What follows belongs to an exercise in optimizing a design on an open flow for a short achievable clock period; a production flow would make more cautious choices.
Where RTL was checked, it was by simulation tests only, not by an equivalence proof against the original.
No functional check of the RTL was part of runs 3 to 5.
Power is estimated from default activity; no workload was simulated.

==> design/flow/design.v <==
module ts0710_crc_step (
    input  wire [7:0] crc_in,
    input  wire [7:0] data,
    output reg  [7:0] crc_out
);
    integer k;
    always @* begin
        crc_out = crc_in ^ data;
        for (k = 0; k < 8; k = k + 1) begin
            if (crc_out[0])
                crc_out = (crc_out >> 1) ^ 8'hE0;
            else
                crc_out = crc_out >> 1;
        end
    end
endmodule
module ts0710_rx #(
    parameter [15:0] ACC_CAP = 16'd32774
) (
    input  wire        clk,
    input  wire        rst,
    input  wire        compat,      
    input  wire        flush,       
    input  wire        rx_valid,
    input  wire [7:0]  rx_data,
    output reg         code_valid,
    output reg  [3:0]  code,
    output reg  [7:0]  frm_addr,
    output reg  [7:0]  frm_ctrl,
    output reg  [15:0] frm_len,
    output reg  [7:0]  frm_fcs,
    output reg         pay_valid,
    output reg  [7:0]  pay_data,
    output reg         in_frame,
    output reg  [15:0] acc_len,
    output reg         ev_ok,
    output reg         ev_bad,
    output reg         ev_csum,
    output reg         ev_ovf
);
    localparam [7:0] FLAG = 8'hF9;
    localparam [3:0] C_DROPPED      = 4'd0,
                     C_STARTED      = 4'd1,
                     C_APPENDED     = 4'd2,
                     C_COLLAPSED    = 4'd3,
                     C_FRAME_OK     = 4'd4,
                     C_FRAME_BAD    = 4'd5,
                     C_FRAME_CSUM   = 4'd6,
                     C_OVF_DROPPED  = 4'd7,
                     C_OVF_RESTART  = 4'd8;
    reg         nf;          
    reg  [15:0] accp1;       
    reg  [15:0] accm5;       
    reg         at_cap;      
    reg         is1;         
    reg         ph1;         
    reg         ph2;         
    reg         ph3;         
    reg         ph4;         
    reg         post;        
    reg  [14:0] rem;         
    reg         remnz;       
    reg         ge;          
    reg         ex;          
    reg  [7:0]  addr_r;      
    reg  [7:0]  ctrl_r;      
    reg  [7:0]  len0_r;      
    reg  [14:0] len_r;       
    reg  [7:0]  prev1;       
    reg  [7:0]  prev2;       
    reg  [7:0]  crc_r;       
    reg         pend;        
    wire        ctrl_uih  = ((ctrl_r & 8'hEF) == 8'hEF);
    wire        ctrl_ua   = ((ctrl_r & 8'hEF) == 8'h63);
    wire        quirk_len = post & (len0_r == 8'hFF);
    wire        std_pay   = post & ~ge & remnz;
    wire        qrk_pay   = (rem[6:1] != 6'h3F);    
    wire        pay_here  = quirk_len ? qrk_pay : std_pay;
    wire        covered   = ~post | (std_pay & ~ctrl_uih);
    wire        live      = ~nf & ~at_cap;          
    wire        kill      = is1 | ge;               
    wire        rem_is1   = (rem == 15'd1);
    wire [7:0]  crc_fold;
    ts0710_crc_step u_crc (.crc_in(crc_r), .data(prev1), .crc_out(crc_fold));
    wire        fcs_match = ((~crc_r) == prev1);
    wire [3:0]  cmpl_code_c0 = ~ex ? C_FRAME_BAD : (fcs_match ? C_FRAME_OK : C_FRAME_CSUM);
    wire [3:0]  cmpl_code_c1 = quirk_len ? C_FRAME_OK :
                               (~ex ? C_FRAME_BAD :
                                ((fcs_match | ctrl_ua) ? C_FRAME_OK : C_FRAME_CSUM));
    wire [3:0]  code_live_flag = is1 ? C_COLLAPSED : C_APPENDED;
    wire [15:0] accp2;       
    wire [15:0] accm4;       
    wire [14:0] rem_m1;      
    genvar gi;
    generate
        for (gi = 0; gi < 16; gi = gi + 1) begin : g_inc
            if (gi == 0) begin : g0
                assign accp2[0] = ~accp1[0];
                assign accm4[0] = ~accm5[0];
            end else begin : gn
                assign accp2[gi] = accp1[gi] ^ (&accp1[gi-1:0]);
                assign accm4[gi] = accm5[gi] ^ (&accm5[gi-1:0]);
            end
        end
        for (gi = 0; gi < 15; gi = gi + 1) begin : g_dec
            if (gi == 0) begin : g0
                assign rem_m1[0] = ~rem[0];
            end else begin : gn
                assign rem_m1[gi] = rem[gi] ^ ~(|rem[gi-1:0]);
            end
        end
    endgenerate
    wire        accp1_cap = (accp1 == ACC_CAP);
    wire        is_flag = (rx_data == FLAG);
    wire        idle    = ~live | flush;
    wire        ovf     = at_cap & ~nf & ~flush;
    wire        kf      = is_flag & kill;           
    wire        start   = rx_valid & idle & is_flag;
    reg  [3:0]  code_n;
    always @* begin
        if (idle)
            code_n = is_flag ? (ovf ? C_OVF_RESTART : C_STARTED)
                             : (ovf ? C_OVF_DROPPED : C_DROPPED);
        else if (!is_flag)
            code_n = C_APPENDED;
        else if (ge)
            code_n = compat ? cmpl_code_c1 : cmpl_code_c0;
        else
            code_n = code_live_flag;
    end
    wire        cmpl_now = rx_valid & ~idle & is_flag & ge;
    wire        qrk_ok   = compat & quirk_len;
    wire        sum_ok   = fcs_match | (compat & ctrl_ua);
    wire        ok_c     = qrk_ok | (ex & sum_ok);
    wire        bad_c    = ~qrk_ok & ~ex;
    wire        csum_c   = ~qrk_ok & ex & ~sum_ok;
    wire        in_frame_n = rx_valid ? (idle ? is_flag : ~(is_flag & ge))
                                      : (~flush & ~nf);
    wire [15:0] acc_len_app = {accp1[15:1] & {15{~kf}}, kf ? is1 : accp1[0]};
    wire [15:0] acc_len_n   = rx_valid ? (idle ? {15'd0, is_flag} : acc_len_app)
                                       : (flush ? 16'd0 : acc_len);
    always @(posedge clk) begin
        if (rst) begin
            code_valid <= 1'b0;
            pay_valid  <= 1'b0;
            in_frame   <= 1'b0;
            nf         <= 1'b1;
            acc_len    <= 16'd0;
            ev_ok      <= 1'b0;
            ev_bad     <= 1'b0;
            ev_csum    <= 1'b0;
            ev_ovf     <= 1'b0;
        end else begin
            code_valid <= rx_valid;
            pay_valid  <= rx_valid & ~flush & live & pay_here;
            in_frame   <= in_frame_n;
            nf         <= ~in_frame_n;
            acc_len    <= acc_len_n;
            ev_ok      <= cmpl_now & ok_c;
            ev_bad     <= cmpl_now & bad_c;
            ev_csum    <= cmpl_now & csum_c;
            ev_ovf     <= rx_valid & ovf;
        end
    end
    always @(posedge clk) begin
        code     <= code_n;
        pay_data <= quirk_len ? prev2 : rx_data;
        frm_len  <= (compat & quirk_len) ? accm5 : {1'b0, len_r};
        if (rx_valid) begin
            if (idle) begin
                accp1 <= 16'd2;
                accm5 <= 16'hFFFC;
            end else begin
                accp1 <= {accp2[15:1], is1 ? ~is_flag : accp2[0]};
                accm5 <= {accm4[15:1], is1 ? ~is_flag : accm4[0]};
            end
            at_cap <= ~idle & accp1_cap;
            is1    <= is_flag & (idle | is1);
        end
        if (ph1) addr_r <= rx_data;
        if (ph2) ctrl_r <= rx_data;
        if (ph3) len0_r <= rx_data;
        frm_addr <= addr_r;
        frm_ctrl <= ctrl_r;
        if (ph3)
            len_r <= {8'd0, rx_data[7:1]};
        else if (ph4)
            len_r <= {rx_data, len0_r[7:1]};
        if (ph3) begin
            rem   <= {8'd0, rx_data[7:1]};
            remnz <= |rx_data[7:1];
        end else if (ph4) begin
            rem   <= {rx_data, len0_r[7:1]};
            remnz <= |{rx_data, len0_r[7:1]};
        end else if (rx_valid & std_pay) begin
            rem   <= rem_m1;
            remnz <= ~rem_is1;
        end
        if (rx_valid) begin
            prev1 <= rx_data;
            prev2 <= prev1;
        end
        frm_fcs <= prev1;
        pend <= rx_valid & covered;
        if (ph1)
            crc_r <= 8'hFF;
        else if (pend)
            crc_r <= crc_fold;
        if (start) begin
            ph1 <= 1'b1;
            ph2 <= 1'b0;
            ph3 <= 1'b0;
            ph4 <= 1'b0;
            post <= 1'b0;
            ge  <= 1'b0;
            ex  <= 1'b0;
        end else if (rx_valid) begin
            ph1  <= ph1 & is_flag;
            ph2  <= ph1 & ~is_flag;
            ph3  <= ph2;
            ph4  <= ph3 & ~rx_data[0];
            post <= post | ph4 | (ph3 & rx_data[0]);
            if (post & ~ge & ~remnz) begin
                ge <= 1'b1;
                ex <= 1'b1;
            end
            if (ge)
                ex <= 1'b0;
        end
    end
endmodule
module ts0710_tx (
    input  wire        clk,
    input  wire        rst,
    input  wire        tx_start,
    input  wire [7:0]  tx_addr,
    input  wire [7:0]  tx_ctrl,
    input  wire [15:0] tx_len,
    output reg         tx_ready,    
    input  wire        tx_pl_valid,
    input  wire [7:0]  tx_pl_data,
    output reg         tx_pl_ready,  
    output reg         tx_valid,
    output reg  [7:0]  tx_data,
    output reg         len_err      
);
    localparam [7:0] FLAG = 8'hF9;
    reg        st_addr, st_ctrl, st_len0, st_len1, st_fcs, st_close;
    reg [7:0]  addr_r;
    reg [7:0]  ctrl_r;
    reg [14:0] len_r;
    reg [14:0] rem;         
    reg [7:0]  crc_r;       
    reg        idle_n;
    reg        pay_n;
    reg [7:0]  txb_n;
    wire       idle = ~idle_n;
    wire       pay  = ~pay_n;
    wire [7:0] txb  = ~txb_n;
    reg        pend;        
    wire       ctrl_uih  = ((ctrl_r & 8'hEF) == 8'hEF);
    wire       short_len = (len_r[14:7] == 8'd0);
    wire       zero_len  = short_len & (len_r[6:0] == 7'd0);
    wire [7:0] len_b0    = {len_r[6:0], short_len};
    wire [7:0] len_b1    = len_r[14:7];
    reg        last;        
    wire [14:0] rem_m1;
    genvar gi;
    generate
        for (gi = 0; gi < 15; gi = gi + 1) begin : g_dec
            if (gi == 0) begin : g0
                assign rem_m1[0] = ~rem[0];
            end else begin : gn
                assign rem_m1[gi] = rem[gi] ^ ~(|rem[gi-1:0]);
            end
        end
    endgenerate
    wire [7:0] crc_fold;
    ts0710_crc_step u_crc (.crc_in(crc_r), .data(txb), .crc_out(crc_fold));
    wire [7:0] crc_cur = pend ? crc_fold : crc_r;
    wire       go   = tx_start & idle & ~tx_len[15];
    wire       take = pay & tx_pl_valid;
    wire       ready_n = (idle & ~go) | st_close;
    wire       pl_n    = (st_len0 & short_len & ~zero_len) | st_len1 |
                         (pay & ~(tx_pl_valid & last));
    wire [7:0] data_n  = ({8{st_addr}} & addr_r)     |
                         ({8{st_ctrl}} & ctrl_r)     |
                         ({8{st_len0}} & len_b0)     |
                         ({8{st_len1}} & len_b1)     |
                         ({8{pay}}     & tx_pl_data) |
                         ({8{st_fcs}}  & ~crc_cur)   |
                         ({8{idle | st_close}} & FLAG);
    always @(posedge clk) begin
        if (rst) begin
            tx_ready    <= 1'b1;
            idle_n      <= 1'b0;
            tx_pl_ready <= 1'b0;
            pay_n       <= 1'b1;
            st_addr     <= 1'b0;
            st_ctrl     <= 1'b0;
            st_len0     <= 1'b0;
            st_len1     <= 1'b0;
            st_fcs      <= 1'b0;
            st_close    <= 1'b0;
            tx_valid    <= 1'b0;
            len_err     <= 1'b0;
        end else begin
            len_err     <= tx_start & idle & tx_len[15];
            tx_ready    <= ready_n;
            idle_n      <= ~ready_n;
            st_addr     <= go;
            st_ctrl     <= st_addr;
            st_len0     <= st_ctrl;
            st_len1     <= st_len0 & ~short_len;
            tx_pl_ready <= pl_n;
            pay_n       <= ~pl_n;
            st_fcs      <= (st_len0 & zero_len) | (take & last);
            st_close    <= st_fcs;
            tx_valid    <= go | st_addr | st_ctrl | st_len0 | st_len1 |
                           take | st_fcs | st_close;
        end
    end
    always @(posedge clk) begin
        last <= take ? (rem == 15'd2) : (rem == 15'd1);
        if (idle) begin
            addr_r <= tx_addr | 8'h01;
            ctrl_r <= tx_ctrl;
            len_r  <= tx_len[14:0];
            rem    <= tx_len[14:0];
        end else if (take) begin
            rem <= rem_m1;
        end
        if (idle)
            crc_r <= 8'hFF;
        else if (pend)
            crc_r <= crc_fold;
        pend <= st_addr | st_ctrl | st_len0 | st_len1 | (take & ~ctrl_uih);
        tx_data <= data_n;
        txb_n   <= ~data_n;
    end
endmodule
module ts0710_codec (
    input  wire        clk,
    input  wire        rst,           
    input  wire        compat,        
    input  wire        stat_clr,      
    input  wire        rx_valid,
    input  wire [7:0]  rx_data,
    input  wire        rx_flush,      
    output wire        rx_code_valid,
    output wire [3:0]  rx_code,
    output wire [7:0]  frm_addr,
    output wire [7:0]  frm_ctrl,
    output wire [15:0] frm_len,
    output wire [7:0]  frm_fcs,
    output wire        pay_valid,
    output wire [7:0]  pay_data,
    output wire        in_frame,
    output wire [15:0] acc_len,
    input  wire        tx_start,
    input  wire [7:0]  tx_addr,
    input  wire [7:0]  tx_ctrl,
    input  wire [15:0] tx_len,
    output wire        tx_ready,
    input  wire        tx_pl_valid,
    input  wire [7:0]  tx_pl_data,
    output wire        tx_pl_ready,
    output wire        tx_valid,
    output wire [7:0]  tx_data,
    output reg  [31:0] cnt_ok,
    output reg  [31:0] cnt_framing,
    output reg  [31:0] cnt_checksum,
    output reg  [31:0] cnt_overflow,
    output reg  [3:0]  err_flags      
);
    wire tx_len_err;
    wire ev_ok, ev_bad, ev_csum, ev_ovf;
    ts0710_rx u_rx (
        .clk        (clk),
        .rst        (rst),
        .compat     (compat),
        .flush      (rx_flush),
        .rx_valid   (rx_valid),
        .rx_data    (rx_data),
        .code_valid (rx_code_valid),
        .code       (rx_code),
        .frm_addr   (frm_addr),
        .frm_ctrl   (frm_ctrl),
        .frm_len    (frm_len),
        .frm_fcs    (frm_fcs),
        .pay_valid  (pay_valid),
        .pay_data   (pay_data),
        .in_frame   (in_frame),
        .acc_len    (acc_len),
        .ev_ok      (ev_ok),
        .ev_bad     (ev_bad),
        .ev_csum    (ev_csum),
        .ev_ovf     (ev_ovf)
    );
    ts0710_tx u_tx (
        .clk         (clk),
        .rst         (rst),
        .tx_start    (tx_start),
        .tx_addr     (tx_addr),
        .tx_ctrl     (tx_ctrl),
        .tx_len      (tx_len),
        .tx_ready    (tx_ready),
        .tx_pl_valid (tx_pl_valid),
        .tx_pl_data  (tx_pl_data),
        .tx_pl_ready (tx_pl_ready),
        .tx_valid    (tx_valid),
        .tx_data     (tx_data),
        .len_err     (tx_len_err)
    );
    reg clr_d;
    always @(posedge clk) begin
        if (rst) clr_d <= 1'b0;
        else     clr_d <= stat_clr;
    end
    wire [31:0] ok_next, bad_next, csum_next, ovf_next;
    ts0710_counter u_cnt_ok   (.clk(clk), .rst(rst), .clr(clr_d), .ev(ev_ok),   .cnt(cnt_ok),       .cnt_next(ok_next));
    ts0710_counter u_cnt_bad  (.clk(clk), .rst(rst), .clr(clr_d), .ev(ev_bad),  .cnt(cnt_framing),  .cnt_next(bad_next));
    ts0710_counter u_cnt_csum (.clk(clk), .rst(rst), .clr(clr_d), .ev(ev_csum), .cnt(cnt_checksum), .cnt_next(csum_next));
    ts0710_counter u_cnt_ovf  (.clk(clk), .rst(rst), .clr(clr_d), .ev(ev_ovf),  .cnt(cnt_overflow), .cnt_next(ovf_next));
    wire [3:0] err_base = clr_d ? 4'd0 : err_flags;
    always @(posedge clk) begin
        if (rst) begin
            cnt_ok       <= 32'd0;
            cnt_framing  <= 32'd0;
            cnt_checksum <= 32'd0;
            cnt_overflow <= 32'd0;
            err_flags    <= 4'd0;
        end else begin
            cnt_ok       <= ok_next;
            cnt_framing  <= bad_next;
            cnt_checksum <= csum_next;
            cnt_overflow <= ovf_next;
            err_flags    <= err_base | {tx_len_err, ev_ovf, ev_csum, ev_bad};
        end
    end
endmodule
module ts0710_counter (
    input  wire        clk,
    input  wire        rst,
    input  wire        clr,
    input  wire        ev,
    input  wire [31:0] cnt,
    output wire [31:0] cnt_next
);
    reg  [2:0]  ones;       
    wire [31:0] base   = clr ? 32'd0 : cnt;
    wire [2:0]  bones  = clr ? 3'd0 : ones;
    wire [3:0]  inc;
    assign inc[0] = ev;
    assign inc[1] = ev & bones[0];
    assign inc[2] = ev & bones[0] & bones[1];
    assign inc[3] = ev & bones[0] & bones[1] & bones[2];
    genvar b, i;
    generate
        for (b = 0; b < 4; b = b + 1) begin : g_byte
            for (i = 0; i < 8; i = i + 1) begin : g_bit
                if (i == 0) begin : g0
                    assign cnt_next[8*b] = base[8*b] ^ inc[b];
                end else begin : gn
                    assign cnt_next[8*b+i] = base[8*b+i] ^ (inc[b] & (&base[8*b+i-1:8*b]));
                end
            end
        end
    endgenerate
    wire [2:0] ones_next;
    genvar k;
    generate
        for (k = 0; k < 3; k = k + 1) begin : g_ones
            assign ones_next[k] = inc[k] ? (base[8*k+7:8*k] == 8'hFE) : bones[k];
        end
    endgenerate
    always @(posedge clk) begin
        if (rst) ones <= 3'd0;
        else     ones <= ones_next;
    end
endmodule
==> design/flow/run.sh <==
#!/bin/bash
# synth_recipe.tcl (not shown) runs the flow's synth.tcl, then flattens the netlist and writes it again
# the make line also repeats each setting of config.mk as NAME=value (left out here)
make -C /OpenROAD-flow-scripts/flow DESIGN_CONFIG=/design/flow/config.mk WORK_HOME=/design/flow/orfs CLKGATE_MAP_FILE= SYNTH_SCRIPT=/design/flow/synth_recipe.tcl finish
==> design/flow/config.mk <==
export PLATFORM = sky130hd
export DESIGN_NAME = ts0710_codec
export DESIGN_NICKNAME = ts0710_codec
export VERILOG_FILES = /design/flow/design.v
export SDC_FILE = /design/flow/constraint.sdc
export NUM_CORES = 4
export LEC_CHECK = 0
export ABC_CLOCK_PERIOD_IN_PS = 1800
export CAP_MARGIN = 20
export CORE_MARGIN = 2
export CORE_UTILIZATION = 40
export SETUP_SLACK_MARGIN = 3.6
export SLEW_MARGIN = 20
export TNS_END_PERCENT = 100
==> design/flow/constraint.sdc <==
create_clock -name core_clock -period 5.5 [get_ports {clk}]
set_input_delay 1.1000 -clock core_clock [delete_from_list [all_inputs] [get_ports {clk}]]
set_output_delay 1.1000 -clock core_clock [all_outputs]
set_load 0.01 [all_outputs]
==> results of run 1 <==
==> worst min-delay path by stage <==
stage / start / to / slack [ns] / cells past startpoint
floorplan: u_rx.addr_r[0] / u_rx.frm_addr[0] / 0.32 / 0
global placement: u_rx.addr_r[4] / u_rx.frm_addr[4] / 0.32 / 0
detailed placement: u_rx.addr_r[2] / u_rx.frm_addr[2] / 0.33 / 0
CTS: u_rx.addr_r[2] / u_rx.frm_addr[2] / 0.34 / 0
global route: u_rx.addr_r[2] / u_rx.frm_addr[2] / 0.34 / 0
finish: u_rx.addr_r[2] / u_rx.frm_addr[2] / 0.34 / 0
==> synth_stat cells, drive strengths merged (7+ instances only) <==
| library cell | n | area [um2] |
|---|---|---|
| a21o | 13 | 97.59 |
| a21oi | 96 | 480.5 |
| a22oi | 22 | 165.2 |
| a31oi | 7 | 43.79 |
| and2 | 7 | 43.79 |
| and3 | 16 | 100.1 |
| and4 | 7 | 61.31 |
| buf | 14 | 63.81 |
| clkbuf | 51 | 191.4 |
| dfxtp | 291 | 5826 |
| edfxtp | 134 | 4024 |
| ha | 37 | 462.9 |
| inv | 57 | 214.0 |
| mux2 | 26 | 292.8 |
| mux2i | 9 | 90.09 |
| nand2 | 135 | 506.7 |
| nand2b | 16 | 100.1 |
| nand3 | 60 | 300.3 |
| nand3b | 9 | 67.56 |
| nand4 | 41 | 275.3 |
| nand4b | 9 | 108.9 |
| nor2 | 212 | 795.8 |
| nor2b | 73 | 456.7 |
| nor3 | 33 | 180.2 |
| nor4 | 18 | 112.6 |
| o21ai | 49 | 245.2 |
| or3 | 24 | 150.1 |
| xnor2 | 93 | 829.5 |
| xnor3 | 7 | 157.7 |
| xor2 | 53 | 464.2 |
==> final cells by class <==
| class | instances | area, um2 |
|---|---|---|
| fillers | 3686 | 17890 |
| clock buffers | 70 | 1344 |
| repair buffers | 493 | 4762 |
| well taps | 585 | 732.0 |
| inverters | 58 | 234.0 |
| clock inverters | 19 | 235.2 |
| flip-flops and latches | 425 | 10200 |
| multi-input cells | 1131 | 7584 |
==> logic make-up (layout without fill, tap and decap cells) <==
kind of cell,count (synthesis),count (layout),synth area share (%)
mux,35,35,2.204
simple gates,685,687,19.90
buf+inv,123,640,2.722
fa+ha+maj,37,37,2.664
compound gates,217,218,7.338
flops,425,425,56.69
xor+xnor,154,154,8.490
==> flip-flops by register name, indices dropped and copies added (netlist names), 16 cells and up <==
signal / flops
cnt_ok: 32
cnt_framing: 32
u_rx.accm5: 16
cnt_checksum: 32
u_rx.accp1: 16
cnt_overflow: 32
u_rx.acc_len: 16
u_rx.frm_len: 16
==> power by group through the flow <==
stage	clock network [mW]	registers (mW)	logic (mW)
after floorplan	0	3.56	0.495
after global placement	0	3.59	0.686
after detailed placement	0	3.59	0.699
after CTS	3.27	3.52	0.729
after global routing	3.39	3.54	0.847
final	3.20	3.53	0.772
==> per-stage QoR <==
step           instances  util (%)  cell area (um2)
4_1_cts             2712     56.11            24120
3_3_place_gp        2477     48.35            20780
3_5_place_dp        2477     48.35            20780
2_1_floorplan       1676         -            17590
6_report            2781     58.38            25090
5_1_grt             2781     58.38            25090
==> what timing repair did <==
item	4_1_cts	5_1_grt
setup buffers	141	67
setup endpoints to repair	514	307
gates resized for setup	1409	114
gates cloned	5	2
pin swaps	13	27
hold buffers	0	0
==> per-layer routing <==
| metal | track usage (%) | vias up | part of all wire [%] |
|---|---|---|---|
| met5 | 0 | - | 0 |
| met4 | 6.414 | 0 | 2.3 |
| met3 | 3.988 | 70 | 5.4 |
| met2 | 35.06 | 361 | 49 |
| met1 | 26.30 | 6714 | 43 |
| li1 | - | 6800 | - |
==> key figures, run 1 <==
Drt
  • DR vias: 13,950
  • Initial DRT Pass Iterations: 6
  • DR vias/cell: 5.014
  • Initial DRC count: 1,084
  • Residual DRC: 0
  • Routed len/inst: 17.17 um
  • Post-Route WL: 47.76 mm
  • Post-DRT Antenna Nets: 0

Worst setup path
  • Worst R2R End: u_rx.rem[11]
  • Slowest cell on the critical path: dfxtp_4
  • WP data required: 4.40 ns
  • Crit path depth: 1
  • Startpoint Class: flip-flop
  • R2R setup slack: 3.60 ns
  • Worst path bufs/invs: 1
  • CP endpoint kind: output port
  • R2R depth: 7
  • Critical path class: reg -> out
  • Crit Path Max Fanout: 5
  • Crit path to: cnt_checksum[12]
  • Crit path cell chain: buf_6
  • CP startpoint: cnt_checksum[12]
  • CP delay by family, top: flip-flops
  • Critical path arrival: 1.06 ns
  • Worst r2r src: u_rx.rem[1]
  • Max incr delay on CP: 0.36 ns

Global route
  • GRT Residual Overflow: 0
  • Vias in the first global route: 13,520
  • GRT Total Usage: 20.56%
  • First-pass GRT wire length: 73.55 mm
  • Initial antenna violation count: 0
  • Largest net degree at the start of global routing: 69

Synthesis
  • Number of flops mapped to enable cells by yosys: 134
  • Mapped Cells: 1,676
  • Post-synth ARST share: 0%
  • Main synth FF type: dfxtp_1
  • Mean post-synth cell area: 10.37 um2
  • Count of different cell masters after synthesis: 62
  • Synth Cell Area: 0.01738 mm2
  • Post-synthesis sequential area ratio: 56.69%
  • Post-synthesis net count: 1,769
  • Synth Warn #: 5
  • #FFs+latches synth: 425

STA
  • Fin Hold WS: 0.3363 ns
  • Final WS setup: 3.343 ns
  • Slew @ Worst Pin: 0.7630 ns
  • Slew headroom: 49.06%
  • Final Cycle Share: 39.22%
  • Fin crit period: 2.157 ns
  • Max-slew violations: 0
  • Endpoints failing hold: 0
  • Setup_tns: 0 ns
  • Fmax: 463.6 MHz
  • Final setup violation count: 0
  • Unrepaired setup endpoints after global routing: yes
  • Clock Skews: 0.02152 ns

Finish
  • Commonest cells after routing, fill and taps aside: nor2_1 (208), buf_4 (208), buf_6 (206)
  • Nets: 2,250
  • ANT cells: 0
  • Area Growth Syn to Fin: 44.42%
  • Share of layout cells above drive strength 1: 38.11%

Hold path
  • Hold Path Class: reg -> reg

Power
  • P_leak: 10.13 nW
  • Pwr dens: 298.6 mW/mm2
  • Net Sw Power: 1.798 mW
  • Internal power: 5.695 mW
  • Logic pwr share: 10.3%
  • Clock Power Share: 42.6%
  • VDD IR-drop max: 266.4 uV
  • Sw frac: 24.00%
  • Sequential Power Share: 47.1%
  • Post-layout power: 7.494 mW

Placement
  • PortBufs: 268
  • Post-DP HPWL: 29.68 mm
  • Routability Congestion: 0.8554
  • Setup WS pre-CTS: 2.170 ns

Floorplan
  • Die area: 0.04512 mm2
  • Initial Util: 40.43%
  • Num ports: 270
  • Core Footprint: 0.04298 mm2
  • Rows: 76
  • Die X: 212.4 um
  • Die H: 212.4 um

Clocking
  • Htree depth: 2
  • Max clock buf depth: 3
  • Clk slew on worst S/H paths: 0.06 ns
  • CTS buffer count: 48
  • Root Driver: clkbuf_16
  • TritonCTS clock tree: done
  • Clock latency (worst-skew pair): 0.59 ns
  • Clk sinks: 425

Outcome
  • Status: finished clean

Job
  • Max Cap Viol: 0
==> inputs of run 2 (changes only) <==
--- a/design/flow/config.mk
+++ b/design/flow/config.mk
@@ -7,3 +7,3 @@
 export LEC_CHECK = 0
-export ABC_CLOCK_PERIOD_IN_PS = 1800
+export ABC_CLOCK_PERIOD_IN_PS = 1000
 export CAP_MARGIN = 20
@@ -11,3 +11,3 @@
 export CORE_UTILIZATION = 40
-export SETUP_SLACK_MARGIN = 3.6
+export SETUP_SLACK_MARGIN = 3.8
 export SLEW_MARGIN = 20
==> key figures, run 2 <==
Clocking
  • CTS buffer count: 46 (-4.2%)
  • TritonCTS clock tree: done
  • Root Driver: clkbuf_16
  • CTS Hold Bufs: 0 (unchanged)
  • Clock latency (worst-skew pair): 0.58 ns (about the same)
  • Clk slew on worst S/H paths: 0.06 ns (about the same)
  • Max clock buf depth: 3 (unchanged)
  • Htree depth: 2 (unchanged)
  • Clk sinks: 425 (unchanged)

Finish
  • ANT cells: 0 (unchanged)
  • Leading cell type in the layout, fill and taps excluded: buf_6
  • Final Non-Filler Cells: 2,875 (+3.4%)
  • Nets: 2,349 (+4.4%)
  • Commonest cells after routing, fill and taps aside: buf_6 (258), buf_4 (248), nor2_1 (189)
  • Area Growth Syn to Fin: 56.59%
  • Share of layout cells above drive strength 1: 47.86% (+9.7 points)

Placement
  • # placed instances: 2,476 (-0.040%)
  • Routability Congestion: 0.8297 (-3.0%)
  • PortBufs: 268 (unchanged)
  • Setup WS pre-CTS: 2.087 ns (-0.08241 ns)
  • Post-DP HPWL: 29.67 mm (about the same)

Worst setup path
  • Max incr delay on CP: 0.35 ns (about the same)
  • Crit path cell chain: buf_6
  • CP startpoint: cnt_framing[1]
  • CP endpoint kind: output port
  • Critical path arrival: 1.06 ns (about the same)
  • Worst path bufs/invs: 1 (unchanged)
  • WP data required: 4.40 ns (about the same)
  • Startpoint Class: flip-flop
  • Worst r2r src: u_tx.rem[5]
  • Crit Path Max Fanout: 2 (-3)
  • Slowest cell on the critical path: dfxtp_4
  • CP delay by family, top: flip-flops
  • Critical path class: reg -> out

Synthesis
  • Ranking of synthesized cells by area: dfxtp_1 (34%), edfxtp_1 (23%), xnor2_1 (4.6%)
  • Xor/xnor cell area share of the yosys netlist: 8.490% (unchanged)
  • Number of flops mapped to enable cells by yosys: 134 (unchanged)
  • Main combinational cell family by area after synthesis: simple AND/OR/NAND/NOR gates
  • Post-Synth Simple-Gate Area: 19.90% (unchanged)
  • Synth top area share: 33.53% (unchanged)
  • Complex-gate fraction of the synthesized area: 7.338% (unchanged)
  • Main synth FF type: dfxtp_1
  • Synth cell count leaders: dfxtp_1 (291), nor2_1 (212), nand2_1 (135), edfxtp_1 (134), a21oi_1 (96)
  • Post-synth ARST share: 0% (unchanged)
  • Synth Warn #: 5 (unchanged)
  • #FFs+latches synth: 425 (unchanged)
  • Mean post-synth cell area: 10.37 um2 (unchanged)
  • Count of different cell masters after synthesis: 62 (unchanged)
  • Most frequent cell after synthesis: dfxtp_1
  • Synth Area in Adders: 2.664% (unchanged)
  • Synth Cell Area: 0.01738 mm2 (unchanged)
  • Post-synthesis mux area share: 2.203% (unchanged)
  • Synth area leader: dfxtp_1
  • Post-synthesis net count: 1,769 (unchanged)
  • Mapped Cells: 1,676 (unchanged)
  • Post-synthesis sequential area ratio: 56.69% (unchanged)

Outcome
  • Status: finished clean

STA
  • Fin Hold WS: 0.3410 ns (+0.004764 ns)
  • Final setup violation count: 0 (unchanged)
  • Fin crit period: 2.159 ns (+0.001870 ns)
  • Unrepaired setup endpoints after global routing: yes
  • Max-slew violations: 0 (unchanged)
  • Final Cycle Share: 39.25% (about the same)
  • Final WS setup: 3.341 ns (-0.001870 ns)
  • Clock Skews: 0.02122 ns (-0.0002937 ns)
  • Endpoints failing hold: 0 (unchanged)
  • Setup_tns: 0 ns (unchanged)
  • Fmax: 463.2 MHz (about the same)
  • Slew @ Worst Pin: 0.8681 ns (+0.1050 ns)
  • Slew headroom: 42.05% (-7.0 points)

Floorplan
  • Core Footprint: 0.04298 mm2 (unchanged)
  • Rows: 76 (unchanged)
  • Num ports: 270 (unchanged)
  • Die area: 0.04512 mm2 (unchanged)
  • Die X: 212.4 um (unchanged)
  • Die H: 212.4 um (unchanged)
  • Initial Util: 40.43% (unchanged)

Drt
  • DR vias: 14,610 (+4.8%)
  • Post-DRT Antenna Nets: 0 (unchanged)
  • Initial DRT Pass Iterations: 5 (-1)
  • Initial DRC count: 895 (-17%)
  • Residual DRC: 0 (unchanged)
  • DR vias/cell: 5.081 (+1.3%)
  • Routed len/inst: 18.37 um (+6.9%)
  • Post-Route WL: 52.80 mm (+11%)

Global route
  • GRT Residual Overflow: 0 (unchanged)
  • GRT Total Usage: 21.51% (+0.96 points)
  • Vias in the first global route: 14,040 (+3.9%)
  • Initial antenna violation count: 0 (unchanged)
  • Largest net degree at the start of global routing: 64 (-7.2%)
  • First-pass GRT wire length: 76.29 mm (+3.7%)

Hold path
  • Min-delay src: u_rx.ctrl_r[4]
  • Hold Path Class: reg -> reg

Power
  • P_leak: 11.01 nW (+8.8%)
  • VDD IR-drop max: 217.0 uV (-19%)
  • Post-layout power: 7.692 mW (+2.7%)
  • Pwr dens: 282.7 mW/mm2 (-5.3%)

Job
  • Max Cap Viol: 0 (unchanged)
## run 2: layout make-up
cell class                 count  area, um2
clock buffer                  58       1289
clock inverter                24      280.3
fill                        3382      15770
inverter                      58      245.2
multi-input combinational   1136       8542
sequential                   425      10220
tap                          585      732.0
timing repair buffer         589       5896
## run 2: path summary, 6_finish.rpt
path / to / slack (ns) / cells after the start
max: cnt_framing[1] / 3.34 / 1
min: u_rx.frm_ctrl[4] / 0.34 / 0
max reg2reg: u_tx.rem[14] / 3.55 / 5
min reg2reg: u_rx.frm_ctrl[4] / 0.34 / 0
## run 2: metal layers
| metal | share of wire, % | vias up | GRT usage [%] |
|---|---|---|---|
| li1 | - | 7010 | - |
| met1 | 43 | 7135 | 28.01 |
| met2 | 48 | 389 | 35.18 |
| met3 | 6.7 | 74 | 5.155 |
| met4 | 2.2 | 0 | 7.089 |
| met5 | 0 | - | 0 |
## run 2: logic make-up (layout without fill, tap and decap cells)
logic type | count (synthesis) | in the layout
compound gates | 217 | 217
mux | 35 | 35
xor+xnor | 154 | 154
buf+inv | 123 | 729
flops | 425 | 425
simple gates | 685 | 693
fa+ha+maj | 37 | 37
## run 2: where the power goes
part | leakage, nW | switching, mW | internal (mW)
Sequential | 3.74 | 0.159 | 3.39
Combinational | 6.51 | 0.411 | 0.507
Clock | 0.769 | 1.29 | 1.94
## run 2: timing repair
action / in CTS / in global routing
pin swaps: 59 / 144
endpoints found under the setup margin: 511 / 406
hold endpoints to repair: 0 / 0
buffers inserted: 208 / 91
cloned: 10 / 8
resized for setup: 1522 / 271
## run 2: per-stage QoR
stage | utilization [%] | instance area [um2]
6_report | 63.30 | 27210
5_1_grt | 63.30 | 27210
4_1_cts | 58.77 | 25260
3_5_place_dp | 48.56 | 20870
3_3_place_gp | 48.56 | 20870
2_1_floorplan | - | 17810
==> inputs of run 3 (changes only) <==
--- a/design/flow/design.v
+++ b/design/flow/design.v
@@ -50,3 +50,2 @@
                      C_OVF_RESTART  = 4'd8;
-    reg         nf;          
     reg  [15:0] accp1;       
@@ -61,5 +60,5 @@
     reg  [14:0] rem;         
-    reg         remnz;       
     reg         ge;          
     reg         ex;          
+    reg         nf;          
     reg  [7:0]  addr_r;      
@@ -75,3 +74,4 @@
     wire        quirk_len = post & (len0_r == 8'hFF);
-    wire        std_pay   = post & ~ge & remnz;
+    wire        rem_nz    = (rem != 15'd0);
+    wire        std_pay   = post & ~ge & rem_nz;
     wire        qrk_pay   = (rem[6:1] != 6'h3F);    
@@ -79,5 +79,3 @@
     wire        covered   = ~post | (std_pay & ~ctrl_uih);
-    wire        live      = ~nf & ~at_cap;          
-    wire        kill      = is1 | ge;               
-    wire        rem_is1   = (rem == 15'd1);
+    wire        live      = ~nf & ~at_cap;     
     wire [7:0]  crc_fold;
@@ -115,5 +113,7 @@
     wire        idle    = ~live | flush;
-    wire        ovf     = at_cap & ~nf & ~flush;
-    wire        kf      = is_flag & kill;           
+    wire        ovf     = at_cap & ~flush;    
     wire        start   = rx_valid & idle & is_flag;
+    wire        sel_one  = rx_valid & is_flag & (idle | is1);
+    wire        sel_inc  = rx_valid & ~idle & ~(is_flag & (is1 | ge));
+    wire        sel_hold = ~rx_valid & ~flush;
     reg  [3:0]  code_n;
@@ -136,7 +136,7 @@
     wire        csum_c   = ~qrk_ok & ex & ~sum_ok;
-    wire        in_frame_n = rx_valid ? (idle ? is_flag : ~(is_flag & ge))
-                                      : (~flush & ~nf);
-    wire [15:0] acc_len_app = {accp1[15:1] & {15{~kf}}, kf ? is1 : accp1[0]};
-    wire [15:0] acc_len_n   = rx_valid ? (idle ? {15'd0, is_flag} : acc_len_app)
-                                       : (flush ? 16'd0 : acc_len);
+    wire        in_frame_n = (rx_valid & (idle ? is_flag : ~(is_flag & ge))) |
+                             (~rx_valid & ~flush & ~nf);
+    wire [15:0] acc_len_n  = ({16{sel_inc}}  & accp1)   |
+                             ({16{sel_hold}} & acc_len) |
+                             {15'd0, sel_one};
     always @(posedge clk) begin
@@ -148,2 +148,5 @@
             acc_len    <= 16'd0;
+            accp1      <= 16'd1;
+            at_cap     <= 1'b0;
+            is1        <= 1'b0;
             ev_ok      <= 1'b0;
@@ -153,2 +156,6 @@
         end else begin
+            ev_ok      <= cmpl_now & ok_c;
+            ev_bad     <= cmpl_now & bad_c;
+            ev_csum    <= cmpl_now & csum_c;
+            ev_ovf     <= rx_valid & ovf;
             code_valid <= rx_valid;
@@ -158,6 +165,10 @@
             acc_len    <= acc_len_n;
-            ev_ok      <= cmpl_now & ok_c;
-            ev_bad     <= cmpl_now & bad_c;
-            ev_csum    <= cmpl_now & csum_c;
-            ev_ovf     <= rx_valid & ovf;
+            if (sel_one)
+                accp1 <= 16'd2;
+            else if (sel_inc)
+                accp1 <= accp2;
+            else if (!sel_hold)
+                accp1 <= 16'd1;
+            at_cap <= (sel_inc & accp1_cap) | (sel_hold & at_cap);
+            is1    <= sel_one | (sel_hold & is1);
         end
@@ -166,20 +177,13 @@
         code     <= code_n;
+        if (sel_one)
+            accm5 <= 16'hFFFC;
+        else if (sel_inc)
+            accm5 <= accm4;
         pay_data <= quirk_len ? prev2 : rx_data;
         frm_len  <= (compat & quirk_len) ? accm5 : {1'b0, len_r};
-        if (rx_valid) begin
-            if (idle) begin
-                accp1 <= 16'd2;
-                accm5 <= 16'hFFFC;
-            end else begin
-                accp1 <= {accp2[15:1], is1 ? ~is_flag : accp2[0]};
-                accm5 <= {accm4[15:1], is1 ? ~is_flag : accm4[0]};
-            end
-            at_cap <= ~idle & accp1_cap;
-            is1    <= is_flag & (idle | is1);
-        end
         if (ph1) addr_r <= rx_data;
         if (ph2) ctrl_r <= rx_data;
-        if (ph3) len0_r <= rx_data;
         frm_addr <= addr_r;
         frm_ctrl <= ctrl_r;
+        if (ph3) len0_r   <= rx_data;
         if (ph3)
@@ -188,12 +192,8 @@
             len_r <= {rx_data, len0_r[7:1]};
-        if (ph3) begin
-            rem   <= {8'd0, rx_data[7:1]};
-            remnz <= |rx_data[7:1];
-        end else if (ph4) begin
-            rem   <= {rx_data, len0_r[7:1]};
-            remnz <= |{rx_data, len0_r[7:1]};
-        end else if (rx_valid & std_pay) begin
-            rem   <= rem_m1;
-            remnz <= ~rem_is1;
-        end
+        if (ph3)
+            rem <= {8'd0, rx_data[7:1]};
+        else if (ph4)
+            rem <= {rx_data, len0_r[7:1]};
+        else if (rx_valid & std_pay)
+            rem <= rem_m1;
         if (rx_valid) begin
@@ -222,3 +222,3 @@
             post <= post | ph4 | (ph3 & rx_data[0]);
-            if (post & ~ge & ~remnz) begin
+            if (post & ~ge & ~rem_nz) begin
                 ge <= 1'b1;
@@ -265,3 +265,3 @@
     wire [7:0] len_b1    = len_r[14:7];
-    reg        last;        
+    wire       last      = (rem == 15'd1);
     wire [14:0] rem_m1;
@@ -323,3 +323,2 @@
     always @(posedge clk) begin
-        last <= take ? (rem == 15'd2) : (rem == 15'd1);
         if (idle) begin
--- a/design/flow/config.mk
+++ b/design/flow/config.mk
@@ -7,3 +7,3 @@
 export LEC_CHECK = 0
-export ABC_CLOCK_PERIOD_IN_PS = 1000
+export ABC_CLOCK_PERIOD_IN_PS = 1800
 export CAP_MARGIN = 20
@@ -11,3 +11,3 @@
 export CORE_UTILIZATION = 40
-export SETUP_SLACK_MARGIN = 3.8
+export SETUP_SLACK_MARGIN = 3.6
 export SLEW_MARGIN = 20
==> key figures, run 3 <==
Outcome
  • Status: finished clean

Hold path
  • Hold Path Class: reg -> reg

Worst setup path
  • Critical path arrival: 2.75 ns (+1.69 ns)
  • CP startpoint: u_rx.rem[0]
  • R2R depth: 8 (+3)
  • Critical path class: reg -> reg
  • WP data required: 6.01 ns (+1.61 ns)
  • CP endpoint kind: flip-flop
  • Worst R2R End: u_rx.rem[8]
  • R2R setup slack: 3.26 ns (-0.29 ns)
  • Crit path to: u_rx.rem[8]
  • Crit Path Max Fanout: 3 (+1)
  • Worst r2r src: u_rx.rem[0]
  • Startpoint Class: flip-flop

Finish
  • Commonest cells after routing, fill and taps aside: buf_4 (217), buf_6 (212), nor2_1 (207)
  • Leading cell type in the layout, fill and taps excluded: buf_4
  • Final Core Density: 60.27% (-3.0 points)
  • ANT cells: 0 (unchanged)
  • Share of layout cells above drive strength 1: 41.90% (-6.0 points)
  • Fin area: 0.02534 mm2 (-6.9%)
  • Fillers: 3,466 (+2.5%)
  • Nets: 2,272 (-3.3%)
  • Final Non-Filler Cells: 2,754 (-4.2%)
  • Area Growth Syn to Fin: 48.29%

Global route
  • Vias in the first global route: 13,840 (-1.4%)
  • GRT Residual Overflow: 0 (unchanged)
  • First-pass GRT wire length: 76.25 mm (about the same)
  • Largest net degree at the start of global routing: 66 (+3.1%)
  • Initial antenna violation count: 0 (unchanged)
  • GRT Total Usage: 21.64% (+0.13 points)

STA
  • Final WS setup: 3.256 ns (-0.08489 ns)
  • Max-slew violations: 0 (unchanged)
  • Clock Skews: 0.02247 ns (+0.001249 ns)
  • Fin crit period: 2.244 ns (+0.08489 ns)
  • Setup_tns: 0 ns (unchanged)
  • Endpoints failing hold: 0 (unchanged)
  • Slew headroom: 38.18% (-3.9 points)
  • Fmax: 445.7 MHz (-3.8%)
  • Final setup violation count: 0 (unchanged)
  • Final Cycle Share: 40.80% (+1.5 points)
  • Fin Hold WS: 0.3400 ns (-0.001094 ns)
  • Unrepaired setup endpoints after global routing: yes
  • Slew @ Worst Pin: 0.9261 ns (+0.05804 ns)

Floorplan
  • Die X: 210.7 um (-0.82%)
  • Rows: 75 (-1.3%)
  • Num ports: 270 (unchanged)
  • Die area: 0.04439 mm2 (-1.6%)
  • Initial Util: 40.65% (+0.22 points)
  • Die H: 210.7 um (-0.82%)
  • Core Footprint: 0.04204 mm2 (-2.2%)

Clocking
  • Clk slew on worst S/H paths: 0.06 ns (about the same)
  • Clock latency (worst-skew pair): 0.59 ns (about the same)
  • TritonCTS clock tree: done
  • CTS Hold Bufs: 0 (unchanged)
  • CTS buffer count: 47 (+2.2%)
  • Htree depth: 2 (unchanged)
  • Clk sinks: 423 (-0.47%)
  • Root Driver: clkbuf_16
  • Max clock buf depth: 3 (unchanged)

Synthesis
  • Count of different cell masters after synthesis: 76 (+23%)
  • Number of flops mapped to enable cells by yosys: 99 (-26%)
  • Post-synthesis net count: 1,772 (+0.17%)
  • #FFs+latches synth: 423 (-0.47%)
  • Mean post-synth cell area: 10.18 um2 (-1.8%)
  • Main synth FF type: dfxtp_1
  • Synth Cell Area: 0.01709 mm2 (-1.7%)
  • Post-synth ARST share: 0% (unchanged)
  • Ranking of synthesized cells by area: dfxtp_1 (38%), edfxtp_1 (17%), nor2_1 (4.7%)
  • Synth top area share: 37.96% (+4.4 points)
  • Synth cell count leaders: dfxtp_1 (324), nor2_1 (216), nand2_1 (126), edfxtp_1 (99), a21oi_1 (95)
  • Most frequent cell after synthesis: dfxtp_1
  • Synth Warn #: 5 (unchanged)
  • Post-synthesis sequential area ratio: 55.36% (-1.3 points)
  • Synth area leader: dfxtp_1
  • Mapped Cells: 1,679 (+0.18%)

Drt
  • Residual DRC: 0 (unchanged)
  • DR vias: 14,330 (-1.9%)
  • Routed len/inst: 18.13 um (-1.3%)
  • Post-DRT Antenna Nets: 0 (unchanged)
  • Initial DRC count: 974 (+8.8%)
  • Initial DRT Pass Iterations: 5 (unchanged)
  • DR vias/cell: 5.204 (+2.4%)
  • Post-Route WL: 49.92 mm (-5.5%)

Placement
  • Post-DP HPWL: 30.00 mm (+1.1%)
  • Placement Cell Area: 0.02059 mm2 (-1.3%)
  • # placed instances: 2,428 (-1.9%)
  • PortBufs: 268 (unchanged)
  • Routability Congestion: 0.8485 (+2.3%)
  • Setup WS pre-CTS: 1.684 ns (-0.4030 ns)

Power
  • Pwr dens: 306.1 mW/mm2 (+8.3%)
  • VDD IR-drop max: 244.9 uV (+13%)
  • P_leak: 10.36 nW (-6.0%)
  • Post-layout power: 7.757 mW (+0.84%)

Job
  • Max Cap Viol: 0 (unchanged)
## run 3: worst max-delay path, stage by stage, from the launching register on
cell and delay (ns):
edfxtp_1 0.40, inv_1 0.08, ha_2 0.17, or3b_4 0.40, or3_4 0.36, nor2_4 0.09, ha_1 0.23, or3_1 0.36
o211ai_1 0.08
## run 3: metal layers
layer  vias up  wire length (um)  global-route usage, %  share of wire (%)
met1      6915             21480                  27.50                 43
met2       430             23760                  35.91                 48
met4         0              1519                  8.596                3.0
met3        94              3169                  4.758                6.3
met5         -                 0                      0                  0
li1       6894                 -                      -                  -
## run 3: kinds of logic (layout without fill, tap and decap cells)
kind of cell    count (synthesis)  count (layout)  share of synthesized area [%]
simple gates                  673             677                          19.91
flops                         423             423                          55.36
compound gates                237             243                          8.443
xor+xnor                      145             145                          8.289
buf+inv                       125             651                          2.775
mux                            39              39                          2.519
fa+ha+maj                      37              37                          2.709
## run 3: layout make-up
cell class	instances	area [um2]	area share [%]
sequential	423	9809	38.71
multi-input combinational	1141	8189	32.32
timing repair buffer	508	4873	19.23
clock buffer	67	1323	5.219
tap	539	674.4	2.661
clock inverter	18	237.7	0.9382
inverter	57	227.7	0.8987
timing repair inverter	1	5.005	0.01975
## run 3: how the worst min path moves through the flow
stage              startpoint          endpoint  depth (start not counted)
2_1_floorplan  u_rx.addr_r[0]  u_rx.frm_addr[0]                          0
3_3_place_gp   u_rx.addr_r[1]  u_rx.frm_addr[1]                          0
3_5_place_dp   u_rx.addr_r[1]  u_rx.frm_addr[1]                          0
4_1_cts        u_rx.addr_r[1]  u_rx.frm_addr[1]                          0
5_1_grt        u_rx.addr_r[1]  u_rx.frm_addr[1]                          0
6_report       u_rx.addr_r[1]  u_rx.frm_addr[1]                          0
## run 3: repair_timing
action | 4_1_cts | 5_1_grt
setup buffers | 175 | 54
endpoints found under the setup margin | 534 | 369
resized for setup | 1448 | 134
gates cloned | 7 | 5
pin swaps | 28 | 40
## run 3: where the power goes
group / leakage [nW] / switching, mW / internal, mW
Combinational: 5.89 / 0.479 / 0.507
Clock: 0.753 / 1.28 / 1.91
Sequential: 3.72 / 0.182 / 3.40
Total: 10.4 / 1.94 / 5.81
==> inputs of run 4 (changes only) <==
--- a/design/flow/design.v
+++ b/design/flow/design.v
@@ -34,7 +34,3 @@
     output reg         in_frame,
-    output reg  [15:0] acc_len,
-    output reg         ev_ok,
-    output reg         ev_bad,
-    output reg         ev_csum,
-    output reg         ev_ovf
+    output reg  [15:0] acc_len
 );
@@ -51,3 +47,2 @@
     reg  [15:0] accp1;       
-    reg  [15:0] accm5;       
     reg         at_cap;      
@@ -88,25 +83,5 @@
     wire [3:0]  code_live_flag = is1 ? C_COLLAPSED : C_APPENDED;
-    wire [15:0] accp2;       
-    wire [15:0] accm4;       
-    wire [14:0] rem_m1;      
-    genvar gi;
-    generate
-        for (gi = 0; gi < 16; gi = gi + 1) begin : g_inc
-            if (gi == 0) begin : g0
-                assign accp2[0] = ~accp1[0];
-                assign accm4[0] = ~accm5[0];
-            end else begin : gn
-                assign accp2[gi] = accp1[gi] ^ (&accp1[gi-1:0]);
-                assign accm4[gi] = accm5[gi] ^ (&accm5[gi-1:0]);
-            end
-        end
-        for (gi = 0; gi < 15; gi = gi + 1) begin : g_dec
-            if (gi == 0) begin : g0
-                assign rem_m1[0] = ~rem[0];
-            end else begin : gn
-                assign rem_m1[gi] = rem[gi] ^ ~(|rem[gi-1:0]);
-            end
-        end
-    endgenerate
+    wire [15:0] accp2     = accp1 + 16'd1;
     wire        accp1_cap = (accp1 == ACC_CAP);
+    wire [15:0] accm5     = accp1 - 16'd6;     
     wire        is_flag = (rx_data == FLAG);
@@ -130,8 +105,2 @@
     end
-    wire        cmpl_now = rx_valid & ~idle & is_flag & ge;
-    wire        qrk_ok   = compat & quirk_len;
-    wire        sum_ok   = fcs_match | (compat & ctrl_ua);
-    wire        ok_c     = qrk_ok | (ex & sum_ok);
-    wire        bad_c    = ~qrk_ok & ~ex;
-    wire        csum_c   = ~qrk_ok & ex & ~sum_ok;
     wire        in_frame_n = (rx_valid & (idle ? is_flag : ~(is_flag & ge))) |
@@ -151,11 +120,3 @@
             is1        <= 1'b0;
-            ev_ok      <= 1'b0;
-            ev_bad     <= 1'b0;
-            ev_csum    <= 1'b0;
-            ev_ovf     <= 1'b0;
         end else begin
-            ev_ok      <= cmpl_now & ok_c;
-            ev_bad     <= cmpl_now & bad_c;
-            ev_csum    <= cmpl_now & csum_c;
-            ev_ovf     <= rx_valid & ovf;
             code_valid <= rx_valid;
@@ -177,6 +138,2 @@
         code     <= code_n;
-        if (sel_one)
-            accm5 <= 16'hFFFC;
-        else if (sel_inc)
-            accm5 <= accm4;
         pay_data <= quirk_len ? prev2 : rx_data;
@@ -197,3 +154,3 @@
         else if (rx_valid & std_pay)
-            rem <= rem_m1;
+            rem <= rem - 15'd1;
         if (rx_valid) begin
@@ -266,13 +223,2 @@
     wire       last      = (rem == 15'd1);
-    wire [14:0] rem_m1;
-    genvar gi;
-    generate
-        for (gi = 0; gi < 15; gi = gi + 1) begin : g_dec
-            if (gi == 0) begin : g0
-                assign rem_m1[0] = ~rem[0];
-            end else begin : gn
-                assign rem_m1[gi] = rem[gi] ^ ~(|rem[gi-1:0]);
-            end
-        end
-    endgenerate
     wire [7:0] crc_fold;
@@ -329,3 +275,3 @@
         end else if (take) begin
-            rem <= rem_m1;
+            rem <= rem - 15'd1;
         end
@@ -375,3 +321,2 @@
     wire tx_len_err;
-    wire ev_ok, ev_bad, ev_csum, ev_ovf;
     ts0710_rx u_rx (
@@ -392,7 +337,3 @@
         .in_frame   (in_frame),
-        .acc_len    (acc_len),
-        .ev_ok      (ev_ok),
-        .ev_bad     (ev_bad),
-        .ev_csum    (ev_csum),
-        .ev_ovf     (ev_ovf)
+        .acc_len    (acc_len)
     );
@@ -413,2 +354,6 @@
     );
+    wire ev_ok   = rx_code_valid && (rx_code == 4'd4);
+    wire ev_bad  = rx_code_valid && (rx_code == 4'd5);
+    wire ev_csum = rx_code_valid && (rx_code == 4'd6);
+    wire ev_ovf  = rx_code_valid && ((rx_code == 4'd7) || (rx_code == 4'd8));
     reg clr_d;
@@ -456,14 +401,6 @@
     assign inc[3] = ev & bones[0] & bones[1] & bones[2];
-    genvar b, i;
-    generate
-        for (b = 0; b < 4; b = b + 1) begin : g_byte
-            for (i = 0; i < 8; i = i + 1) begin : g_bit
-                if (i == 0) begin : g0
-                    assign cnt_next[8*b] = base[8*b] ^ inc[b];
-                end else begin : gn
-                    assign cnt_next[8*b+i] = base[8*b+i] ^ (inc[b] & (&base[8*b+i-1:8*b]));
-                end
-            end
-        end
-    endgenerate
+    assign cnt_next[7:0]   = base[7:0]   + {7'd0, inc[0]};
+    assign cnt_next[15:8]  = base[15:8]  + {7'd0, inc[1]};
+    assign cnt_next[23:16] = base[23:16] + {7'd0, inc[2]};
+    assign cnt_next[31:24] = base[31:24] + {7'd0, inc[3]};
     wire [2:0] ones_next;
==> key figures, run 4 <==
Outcome
  • Status: finished clean

Synthesis
  • Most frequent cell after synthesis: dfxtp_1
  • Main combinational cell family by area after synthesis: simple AND/OR/NAND/NOR gates
  • Synth top area share: 36.84% (-1.1 points)
  • Synth area leader: dfxtp_1
  • Xor/xnor cell area share of the yosys netlist: 9.778% (+1.5 points)
  • Post-Synth Simple-Gate Area: 20.19% (+0.28 points)
  • Post-synthesis sequential area ratio: 54.84% (-0.52 points)
  • Number of flops mapped to enable cells by yosys: 99 (unchanged)
  • Main synth FF type: dfxtp_1
  • Mapped Cells: 1,609 (-4.2%)
  • Count of different cell masters after synthesis: 69 (-9.2%)
  • Synth Area in Adders: 3.105% (+0.40 points)
  • Complex-gate fraction of the synthesized area: 7.726% (-0.72 points)
  • Synth cell count leaders: dfxtp_1 (304), nor2_1 (193), nand2_1 (112), edfxtp_1 (99), nor2b_1 (98)
  • Mean post-synth cell area: 10.27 um2 (+0.88%)
  • Post-synthesis net count: 1,706 (-3.7%)
  • Synth Cell Area: 0.01652 mm2 (-3.3%)
  • Post-synth ARST share: 0% (unchanged)
  • Post-synthesis mux area share: 1.871% (-0.65 points)
  • #FFs+latches synth: 403 (-4.7%)
  • Ranking of synthesized cells by area: dfxtp_1 (37%), edfxtp_1 (18%), xor2_1 (4.6%)
  • Synth Warn #: 5 (unchanged)

Hold path
  • Min-delay src: u_rx.addr_r[0]
  • Worst Hold Endpoint: u_rx.frm_addr[0]
  • Hold Path Class: reg -> reg
  • Hold path cells: 0 (unchanged)

STA
  • Final Cycle Share: 42.09% (+1.3 points)
  • Setup_tns: 0 ns (unchanged)
  • Fin crit period: 2.315 ns (+0.07094 ns)
  • Slew @ Worst Pin: 0.7758 ns (-0.1502 ns)
  • Unrepaired setup endpoints after global routing: yes
  • Clock Skews: 0.02923 ns (+0.006762 ns)
  • Fmax: 432.0 MHz (-3.1%)
  • Slew headroom: 48.21% (+10 points)
  • Max-slew violations: 0 (unchanged)
  • Endpoints failing hold: 0 (unchanged)
  • Fin Hold WS: 0.3361 ns (-0.003819 ns)
  • Final setup violation count: 0 (unchanged)

Power
  • Logic pwr share: 12.2% (-0.5 points)
  • VDD IR-drop max: 190.2 uV (-22%)
  • Sw frac: 25.21% (+0.17 points)
  • Internal power: 5.270 mW (-9.4%)
  • Net Sw Power: 1.776 mW (-8.6%)
  • Pwr dens: 278.3 mW/mm2 (-9.1%)
  • P_leak: 10.04 nW (-3.0%)
  • Clock Power Share: 40.3% (-0.8 points)
  • Sequential Power Share: 47.5% (+1.4 points)

Clocking
  • Root Driver: clkbuf_16
  • TritonCTS clock tree: done
  • Clk slew on worst S/H paths: 0.06 ns (about the same)
  • Clk sinks: 403 (-4.7%)
  • CTS buffer count: 44 (-6.4%)
  • Htree depth: 2 (unchanged)
  • Max clock buf depth: 3 (unchanged)
  • CTS Hold Bufs: 0 (unchanged)
  • Clock latency (worst-skew pair): 0.59 ns (about the same)

Worst setup path
  • Worst path bufs/invs: 2 (+1)
  • CP startpoint: u_rx.code[1]
  • WP data required: 6.00 ns (about the same)
  • Max incr delay on CP: 0.53 ns (+0.13 ns)
  • Worst R2R End: cnt_overflow[21]
  • CP endpoint kind: flip-flop
  • Critical path arrival: 2.81 ns (+0.06 ns)
  • Critical path class: reg -> reg
  • Slowest cell on the critical path: or4b_4
  • Startpoint Class: flip-flop
  • CP delay by family, top: simple AND/OR/NAND/NOR gates
  • Crit Path Max Fanout: 4 (+1)
  • R2R setup slack: 3.19 ns (-0.07 ns)
  • Crit path cell chain: or4b_4 > a21boi_4 > nand3_2 > inv_2 > buf_4 > ha_4 > nand2_2 > or3_4 > a21oi_2
  • R2R depth: 9 (+1)
  • Worst r2r src: u_rx.code[1]

Global route
  • GRT Residual Overflow: 0 (unchanged)
  • First-pass GRT wire length: 73.82 mm (-3.2%)
  • GRT Total Usage: 21.37% (-0.27 points)
  • Vias in the first global route: 13,360 (-3.5%)
  • Initial antenna violation count: 0 (unchanged)
  • Largest net degree at the start of global routing: 81 (+23%)

Finish
  • ANT cells: 0 (unchanged)
  • Share of layout cells above drive strength 1: 46.89% (+5.0 points)
  • Fillers: 3,264 (-5.8%)
  • Multi-input gate area: 0.008617 mm2 (+5.2%)
  • Seq. cell area: 0.009383 mm2 (-4.3%)
  • Nets: 2,217 (-2.4%)
  • Leading cell type in the layout, fill and taps excluded: buf_6
  • Commonest cells after routing, fill and taps aside: buf_6 (236), buf_4 (218), dfxtp_2 (172)
  • Area Growth Syn to Fin: 53.25%
  • Final Non-Filler Cells: 2,686 (-2.5%)

Floorplan
  • Die H: 207.2 um (-1.6%)
  • Initial Util: 40.46% (-0.19 points)
  • Rows: 74 (-1.3%)
  • Core Footprint: 0.04083 mm2 (-2.9%)
  • Die area: 0.04294 mm2 (-3.3%)
  • Die X: 207.2 um (-1.6%)
  • Num ports: 270 (unchanged)

Drt
  • Residual DRC: 0 (unchanged)
  • Routed len/inst: 18.26 um (+0.71%)
  • DR vias: 13,730 (-4.2%)
  • DR vias/cell: 5.112 (-1.8%)
  • Initial DRC count: 971 (-0.31%)
  • Post-Route WL: 49.04 mm (-1.8%)
  • Initial DRT Pass Iterations: 5 (unchanged)
  • Post-DRT Antenna Nets: 0 (unchanged)

Placement
  • Post-DP HPWL: 29.40 mm (-2.0%)
  • # placed instances: 2,353 (-3.1%)
  • Routability Congestion: 0.8242 (-2.9%)
  • PortBufs: 268 (unchanged)

Job
  • Max Cap Viol: 0 (unchanged)
==> run 4: cell types whose count changed in the layout (fill, tap and decap cells not counted), moves of 25 or more <==
cell	delta
ha_4	+29
nor2_1	-37
nor2b_1	+35
ha_1	-25
a21oi_1	-31
xor2_1	+29
==> run 4: worst max-delay path by stage <==
stage / endpoint / cells past startpoint
final: cnt_overflow[21] / 9
after global routing: cnt_overflow[21] / 9
after CTS: cnt_overflow[21] / 9
after detailed placement: u_rx.accp1[10] / 5
after global placement: u_rx.accp1[10] / 5
after floorplan: u_rx.acc_len[7] / 6
==> run 4: cell families (layout without fill, tap and decap cells) <==
family,after synthesis,in the layout
simple gates,654,656
flops,403,403
compound gates,203,205
xor+xnor,170,170
buf+inv,109,650
fa+ha+maj,41,41
mux,29,29
==> run 4: power by group through the flow <==
stage | sequential (mW) | combinational (mW) | clock, mW
detailed placement | 3.40 | 0.740 | 0
global placement | 3.40 | 0.720 | 0
global route | 3.36 | 0.937 | 3.02
floorplan | 3.38 | 0.522 | 0
CTS | 3.34 | 0.810 | 2.89
finish | 3.35 | 0.856 | 2.84
==> run 4: cell type report <==
cell class | count | share of cell area, %
sequential | 403 | 37.06
multi-input combinational | 1101 | 34.04
inverter | 40 | 0.6771
timing repair buffer | 530 | 20.14
clock buffer | 67 | 5.090
tap | 532 | 2.629
clock inverter | 13 | 0.3608
==> run 4: per-layer routing <==
metal | vias up | GRT usage (%) | part of all wire [%]
li1 | 6609 | - | -
met1 | 6750 | 27.46 | 44
met2 | 308 | 36.86 | 51
met3 | 63 | 3.404 | 3.8
met4 | 0 | 6.724 | 2.0
met5 | - | 0 | 0
==> run 4: stage by stage <==
step	worst slack (ns)	power (mW)	cell area (um2)	util [%]
3_3_place_gp	1.743	4.121	20130	49.31
4_1_cts	3.168	7.046	24030	58.86
6_report	3.185	7.047	25320	62.00
5_1_grt	3.102	7.321	25320	62.00
2_1_floorplan	3.306	3.899	17050	-
3_5_place_dp	1.727	4.143	20130	49.31
==> run 4: what timing repair did <==
action / CTS / global route
endpoints found under the setup margin: 459 / 375
gates cloned: 6 / 1
pin swaps: 86 / 88
setup buffers: 167 / 79
gates resized for setup: 1489 / 151
==> inputs of run 5 (changes only) <==
--- a/design/flow/config.mk
+++ b/design/flow/config.mk
@@ -10,3 +10,3 @@
 export CORE_MARGIN = 2
-export CORE_UTILIZATION = 40
+export CORE_UTILIZATION = 65
 export SETUP_SLACK_MARGIN = 3.6
==> key figures, run 5 <==
Synthesis
  • Ranking of synthesized cells by area: dfxtp_1 (37%), edfxtp_1 (18%), xor2_1 (4.6%)
  • Synth Cell Area: 0.01652 mm2 (unchanged)
  • Synth top area share: 36.84% (unchanged)
  • Main synth FF type: dfxtp_1
  • Post-synth ARST share: 0% (unchanged)
  • #FFs+latches synth: 403 (unchanged)
  • Mapped Cells: 1,609 (unchanged)
  • Synth cell count leaders: dfxtp_1 (304), nor2_1 (193), nand2_1 (112), edfxtp_1 (99), nor2b_1 (98)
  • Count of different cell masters after synthesis: 69 (unchanged)
  • Synth Warn #: 5 (unchanged)
  • Post-synthesis net count: 1,706 (unchanged)
  • Mean post-synth cell area: 10.27 um2 (unchanged)
  • Post-synthesis sequential area ratio: 54.84% (unchanged)
  • Synth area leader: dfxtp_1
  • Number of flops mapped to enable cells by yosys: 99 (unchanged)
  • Most frequent cell after synthesis: dfxtp_1

STA
  • Kind of the worst endpoint: register data pin
  • Worst EP post-GRT repair: cnt_overflow[28]$_SDFF_PP0_/D

Floorplan
  • Die H: 163.4 um (-21%)
  • Die X: 163.4 um (-21%)
  • Initial Util: 65.98% (+26 points)
  • Rows: 58 (-22%)
  • Num ports: 270 (unchanged)

Placement
  • Setup WS pre-CTS: 1.820 ns (+0.09312 ns)
  • Placement Cell Area: 0.01984 mm2 (-1.4%)
  • PortBufs: 268 (unchanged)
  • Post-DP HPWL: 26.72 mm (-9.1%)
  • Routability Congestion: 0.8912 (+8.1%)

Global route
  • Largest net degree at the start of global routing: 86

Clocking
  • CTS Hold Bufs: 0 (unchanged)
  • CTS buffer count: 41 (-6.8%)
  • Root Driver: clkbuf_16
  • Htree depth: 2 (unchanged)
  • Max clock buf depth: 3 (unchanged)
  • Clk sinks: 403 (unchanged)

Outcome
  • Tool error: [ERROR DPL-0038] Utilization greater than 100%, impossible to legalize
  • Stop stage: global routing (5_1_grt)
  • Status: aborted with a tool error
-- run 5: cell counts after synthesis --
No cell type changed its count.
-- run 5: worst max-delay path by stage --
stage                            end  slack, ns
CTS                 cnt_overflow[28]       3.31
detailed placement    u_rx.accp1[13]       1.82
global placement      u_rx.accp1[10]       1.83
floorplan            u_rx.acc_len[7]       3.31
-- run 5: logic make-up after synthesis --
family,Yosys count,share of synthesized area [%]
buf+inv,109,2.492
mux,29,1.871
simple gates,654,20.19
flops,403,54.84
fa+ha+maj,41,3.105
compound gates,203,7.726
xor+xnor,170,9.778
-- run 5: per-stage QoR --
stage	std cells	hold slack, ns
2_1_floorplan	1609	0.3233
3_3_place_gp	2146	0.3254
3_5_place_dp	2146	0.3269
4_1_cts	2410	0.3387
-- run 5: power by group through the flow --
stage | Sequential [mW] | Combinational [mW] | Clock [mW]
after CTS | 3.34 | 0.831 | 2.85
after detailed placement | 3.40 | 0.722 | 0
after floorplan | 3.38 | 0.522 | 0
after global placement | 3.40 | 0.694 | 0
-- run 5: what timing repair did --
action / in CTS
gates cloned: 5
endpoints found under the hold margin: 0
pin swaps: 67
buffers inserted: 183
resized for setup: 1433
setup endpoints to repair: 480

[what the ideal ports hide]
No port has a modelled driver above. Below, the same layouts with a new extraction and two added sets of constraints.
Step 1, drivers: a clkbuf_16 drives clk and a buf_2 each remaining input, both assumed.
Step 2 adds t to the input delays and takes it off the output delays; t is the mean of the earliest and latest rising clock arrival at the registers after step 1. Input paths then give back, and output paths get back, about the clock's delay inside the block.
Slacks: ideal ports / drivers / drivers and shift; pairs: ideal ports / drivers.
run	shift t [ns]	setup WS [ns]	worst slew at a driven data input, ns
run 1	0.638	3.343 / 3.288 / 2.916	0.08
run 2	0.626	3.341 / 3.283 / 3.020	0.07
run 3	0.626	3.256 / 3.256 / 2.803	0.10
run 4	0.621	3.185 / 3.185 / 2.892	0.07
After both steps every run listed still meets setup and hold. For run 3, which loses most, drivers alone change the setup slack by 0.000 ns; drivers and shift together by -0.453 ns.
